What follows belongs to an exercise in optimizing a design on an open flow for small area, a short achievable clock period and few clock cycles; a production flow would make more cautious choices. At most, simulation tests tie the RTL to the original design; equivalence was not proved. Power and IR drop assume default switching activity.

Design tbpm_rxdec, start of the top module:
module tbpm_rxdec (
    input  wire        clk,
    input  wire        rst,
    input  wire        cfg_we,
    input  wire [7:0]  cfg_pct,
    input  wire [15:0] cfg_floor,
    input  wire [1:0]  cfg_reg_len,
    input  wire        cfg_reg0,
    input  wire        cfg_reg1,
    input  wire        in_valid,
    output wire        in_ready,
    input  wire [31:0] in_data,
    input  wire        in_last,
    output wire        out_valid,
    input  wire        out_ready,
    output wire        rl_ok,
    output wire [3:0]  rl_cause,
    output wire [31:0] rl_word,
    output wire        fw_ok,
    output wire [3:0]  fw_cause,
    output wire [31:0] fw_word,
    output wire        dsp_ok,
    output wire [1:0]  dsp_tried,
    output wire [31:0] dsp_word
);
    reg [6:0]  tol_pct;
    reg [15:0] tol_floor;
    reg [1:0]  reg_len;
    reg        reg0, reg1;
    always @(posedge clk) begin
        if (rst) begin
            tol_pct   <= 7'd25;
            tol_floor <= 16'd10;
            reg_len   <= 2'd0;
  ...
Size: ~150 flip-flops, roughly 12000 um2 of cells after synthesis.
Settings: LEC_CHECK=0, CAP_MARGIN=20, CORE_MARGIN=2, CORE_UTILIZATION=40, SLEW_MARGIN=20; clock period 35.0 ns.
run.sh (not shown) runs the stock make flow with config.mk's settings and CLKGATE_MAP_FILE= SYNTH_SCRIPT=/design/flow/synth_recipe.tcl, a recipe that flattens the netlist after the stock synthesis.
Next try:
CAP_MARGIN = 50   (was 20)
SLEW_MARGIN = 70   (was 20)
After rerunning: The changed run ran to the end with no violations; non-clock buffer count increases by 9; design area went up by 2.7%; power climbs by 2.0%; sequential cell count stays the same; first-iteration DRC count goes up by 18%; clock-buffer cell count falls by 1; worst setup slack gains 390 ps.
Next try:
==> flow/flow/run.sh (new file) <==
#!/bin/bash
# Standard layout, with plain buf_1 cells as the port buffers.
set -euo pipefail
export BUFFER_PORTS_ARGS="-buffer_cell sky130_fd_sc_hd__buf_1"
bash standard.sh > standard_flow.log 2>&1
==> flow/standard.sh (new file) <==
#!/bin/bash
# synth_recipe.tcl (not shown) runs the flow's synth.tcl, then flattens the netlist and writes it again
# the make line also repeats each setting of config.mk as NAME=value (left out here)
make -C /OpenROAD-flow-scripts/flow DESIGN_CONFIG=/design/flow/config.mk WORK_HOME=/design/flow/orfs CLKGATE_MAP_FILE= SYNTH_SCRIPT=/design/flow/synth_recipe.tcl "${@:-finish}"
removed: flow/run.sh
Clock skew went up by 4.0 ps.
Non-clock buffer count went up by 4.
Worst hold slack gains 20 ps.
Synthesized area is unchanged.
Design area went down by about 5.6%.
Sequential power barely changes.
No run of this note included a check of the RTL's function; only the layout flow was run.


run A:
tbpm_rxdec, a different RTL version from the one above (not shown whole).
clock: 35.0 ns
lec_check: 0
cap_margin: 50
core_margin: 2
core_utilization: 40
cts_buf_list: sky130_fd_sc_hd__clkbuf_8
slew_margin: 70
standard.sh (not shown) runs the stock make flow with config.mk's settings and CLKGATE_MAP_FILE= SYNTH_SCRIPT=/design/flow/synth_recipe.tcl, a recipe that flattens the netlist after the stock synthesis.
==> flow/flow/run.sh <==
#!/bin/bash
# Standard layout with two changes:
# - synthesis is ORFS's (flow/my_synth.tcl is synth_recipe.tcl plus an abc
#   wrapper) with the abc mapping script flow/abc_map.script, which is ORFS's
#   speed script with area recovery in &nf (-R 100); registers are untouched;
# - plain buf_1 cells as the port buffers.
set -euo pipefail
export BUFFER_PORTS_ARGS="-buffer_cell sky130_fd_sc_hd__buf_1"
export MY_ABC_SCRIPT="$PWD/flow/abc_map.script"
bash standard.sh SYNTH_SCRIPT="$PWD/flow/my_synth.tcl" finish > standard_flow.log 2>&1
==> flow/flow/abc_map.script <==
&get -n
&st
&dch
&nf -R 100
&st
&syn2
&if -g -K 6
&synch2
&nf -R 100
&st
&syn2
&if -g -K 6
&synch2
&nf -R 100
&st
&syn2
&if -g -K 6
&synch2
&nf -R 100
&st
&syn2
&if -g -K 6
&synch2
&nf -R 100
&st
&syn2
&if -g -K 6
&synch2
&nf -R 100
&put
buffer -c
topo
stime -c
upsize -c
dnsize -c
==> flow/flow/my_synth.tcl <==
proc synth {args} { yosys synth -nofsm -noshare {*}$args }
proc abc {args} {
  set i [lsearch -exact $args -script]
  if {$i >= 0 && [info exists ::env(MY_ABC_SCRIPT)]} { lset args [expr {$i + 1}] $::env(MY_ABC_SCRIPT) }
  yosys abc {*}$args
}
source $::env(SCRIPTS_DIR)/synth.tcl
# left out here: clear keep_hierarchy, flatten, clean up, hide names made inside functions, write 1_2_yosys.v
Testbench counts of run A, summed over its fixed seeds: cycles 31,890.
Changes in run B relative to run A:
==> flow/flow/run.sh <==
#!/bin/bash
# Standard layout, with plain buf_1 cells as the port buffers.
set -euo pipefail
export BUFFER_PORTS_ARGS="-buffer_cell sky130_fd_sc_hd__buf_1"
bash standard.sh > standard_flow.log 2>&1
removed: flow/flow/abc_map.script
removed: flow/flow/my_synth.tcl
Findings:
Of the two candidates, run A has the better cell area after technology mapping and run B the worse one. From run A to run B the numbers moved as follows: via count shows an increase of 686, fraction of power consumed by sequential logic -0.9 points, area share of xor/xnor cells in the synthesized design decreased 0.60 points.
[inputs] run C vs run B
Settings: ABC_AREA now 1, previously not set.
[summary]
No stage failed in run B, and the final checks on the layout all came back clean. Run C closes out successfully: all stages finished, all timing, DRC and antenna checks passed. Taking run B as the reference, in run C via count of the first global-routing pass lost 347, clock skew after layout lost 0.0055 ns, flip-flop and latch count essentially unchanged, wire length -13%. Net switching component of the power for run C is lower than for run B. Per the comparison of run C with run B, synthesis-to-layout area growth fell by 1.9 points; area of all placed cells without fillers fell by 5.1%.
--- input diff run C..run D ---
Settings: a deleted ABC_AREA that had been 1.
==> flow/flow/run.sh <==
#!/bin/bash
# Standard layout with two changes:
# - synthesis is ORFS's (flow/my_synth.tcl is synth_recipe.tcl plus an abc
#   wrapper) with the abc mapping script flow/abc_map.script, an area-oriented
#   script (three &nf -R 1000 -p mapping rounds); registers are untouched;
# - plain buf_1 cells as the port buffers.
set -euo pipefail
export BUFFER_PORTS_ARGS="-buffer_cell sky130_fd_sc_hd__buf_1"
export MY_ABC_SCRIPT="$PWD/flow/abc_map.script"
bash standard.sh SYNTH_SCRIPT="$PWD/flow/my_synth.tcl" finish > standard_flow.log 2>&1
==> flow/flow/abc_map.script (new file) <==
&get -n
&st
&dch
&nf -R 1000 -p
&st
&syn2
&synch2
&nf -R 1000 -p
&st
&dch -f
&nf -R 1000 -p
&put
buffer -c
topo
stime -c
upsize -c
dnsize -c
==> flow/flow/my_synth.tcl (new file) <==
proc synth {args} { yosys synth -nofsm -noshare {*}$args }
proc abc {args} {
  set i [lsearch -exact $args -script]
  if {$i >= 0 && [info exists ::env(MY_ABC_SCRIPT)]} { lset args [expr {$i + 1}] $::env(MY_ABC_SCRIPT) }
  yosys abc {*}$args
}
source $::env(SCRIPTS_DIR)/synth.tcl
# left out here: clear keep_hierarchy, flatten, clean up, hide names made inside functions, write 1_2_yosys.v
==> comparison <==
Run D reports its most frequent standard cell in the layout excluding fill and tap cells as buf_1 while run C reports inv_1. Sequential share of cell area came out higher on run D than on run C. [compare] base=run C new=run D: initial core utilization now sits at about the same level, synthesized cell count shows a reduction of 295, first-pass GRT wire length moved down, total power down 8.1 uW, vertical die dimension went down by 3.0%. Comparing run C and run D, the higher total combinational power is on run C. The lower post-synthesis sequential area ratio of run C and run D is in run C.
[inputs] run E vs run D
==> flow/flow/run.sh <==
#!/bin/bash
# Standard layout with two changes:
# - synthesis is ORFS's (flow/my_synth.tcl is synth_recipe.tcl plus an abc
#   wrapper) with the abc mapping script flow/abc_map.script, which is ORFS's
#   speed script with area recovery in &nf (-R 100 -p); registers are untouched;
# - plain buf_1 cells as the port buffers.
set -euo pipefail
export BUFFER_PORTS_ARGS="-buffer_cell sky130_fd_sc_hd__buf_1"
export MY_ABC_SCRIPT="$PWD/flow/abc_map.script"
bash standard.sh SYNTH_SCRIPT="$PWD/flow/my_synth.tcl" finish > standard_flow.log 2>&1
==> flow/flow/abc_map.script <==
&get -n
&st
&dch
&nf -R 100 -p
&st
&syn2
&if -g -K 6
&synch2
&nf -R 100 -p
&st
&syn2
&if -g -K 6
&synch2
&nf -R 100 -p
&st
&syn2
&if -g -K 6
&synch2
&nf -R 100 -p
&st
&syn2
&if -g -K 6
&synch2
&nf -R 100 -p
&st
&syn2
&if -g -K 6
&synch2
&nf -R 100 -p
&put
buffer -c
topo
stime -c
upsize -c
dnsize -c
==> comparison <==
Run D reports its termination of the worst setup path as dsp_word[10] while run E reports rl_word[1].
Run E against run D: clock network fraction of total power moved down, final period demand of the worst path moved down.
| sequential share of layout area | run E vs run D | 1.7 points lower |
Run E vs run D: total chip power up by a few percent
Here is what was changed in the inputs of run F compared with run E.
Settings: putting CTS_CLUSTER_SIZE at 30 where nothing was set; putting CTS_CLUSTER_DIAMETER at 200 where nothing was set.
==> flow/flow/run.sh <==
#!/bin/bash
# Standard layout with two changes:
# - synthesis is ORFS's (flow/my_synth.tcl is synth_recipe.tcl plus an abc
#   wrapper) with the abc mapping script flow/abc_map.script, an area-oriented
#   script (three &nf -R 1000 -p mapping rounds, no resizing); registers are untouched;
# - plain buf_1 cells as the port buffers.
set -euo pipefail
export BUFFER_PORTS_ARGS="-buffer_cell sky130_fd_sc_hd__buf_1"
export MY_ABC_SCRIPT="$PWD/flow/abc_map.script"
bash standard.sh SYNTH_SCRIPT="$PWD/flow/my_synth.tcl" finish > standard_flow.log 2>&1
==> flow/flow/abc_map.script <==
&get -n
&st
&dch
&nf -R 1000 -p
&st
&syn2
&synch2
&nf -R 1000 -p
&st
&dch -f
&nf -R 1000 -p
&put
### Flow results
Changes observed in run F relative to run E: die width shows a reduction of 7.5 um; logic depth of the worst path, buffers included shows no meaningful change.
Run F ended up with a lower share of cells above drive strength 1 than run E did.

[re-timing with driven ports]
The flow's constraints put no driver on any port. The routed layouts listed below were extracted and timed again, unchanged, in two steps. Step 1, drivers: a clkbuf_16 drives clk and a buf_2 each remaining input, both assumed. Step 2 also shifts input and output timing later by t, the mid clock arrival at the registers, as if the neighbouring blocks saw the same clock. Slacks: ideal ports / drivers / drivers and shift; pairs: ideal ports / drivers.
| run | shift t [ns] | setup slack, ns | clock arrival spread, ns | cell pins on the clock port's net |
|---|---|---|---|---|
| the first run of note 1 | 0.483 | 25.884 / 25.833 / 26.047 | 0.016 / 0.016 | 1 |
| the second run of note 1 | 0.481 | 26.273 / 26.223 / 25.925 | 0.013 / 0.014 | 1 |
| the third run of note 1 | 0.480 | 26.658 / 26.608 / 26.261 | 0.017 / 0.017 | 1 |
| run A | 0.519 | 26.639 / 26.592 / 26.418 | 0.024 / 0.024 | 1 |
| run B | 0.511 | 26.648 / 26.599 / 26.445 | 0.024 / 0.024 | 1 |
| run C | 0.504 | 26.384 / 26.342 / 26.501 | 0.019 / 0.020 | 1 |
| run D | 0.512 | 26.576 / 26.530 / 26.437 | 0.024 / 0.024 | 1 |
| run E | 0.492 | 26.659 / 26.614 / 26.397 | 0.025 / 0.024 | 1 |
| run F | 0.509 | 26.571 / 26.529 / 26.400 | 0.024 / 0.024 | 1 |
After both steps every run listed still meets setup and hold. For the third run of note 1, which loses most, drivers alone change the setup slack by -0.050 ns; drivers and shift together by -0.397 ns.
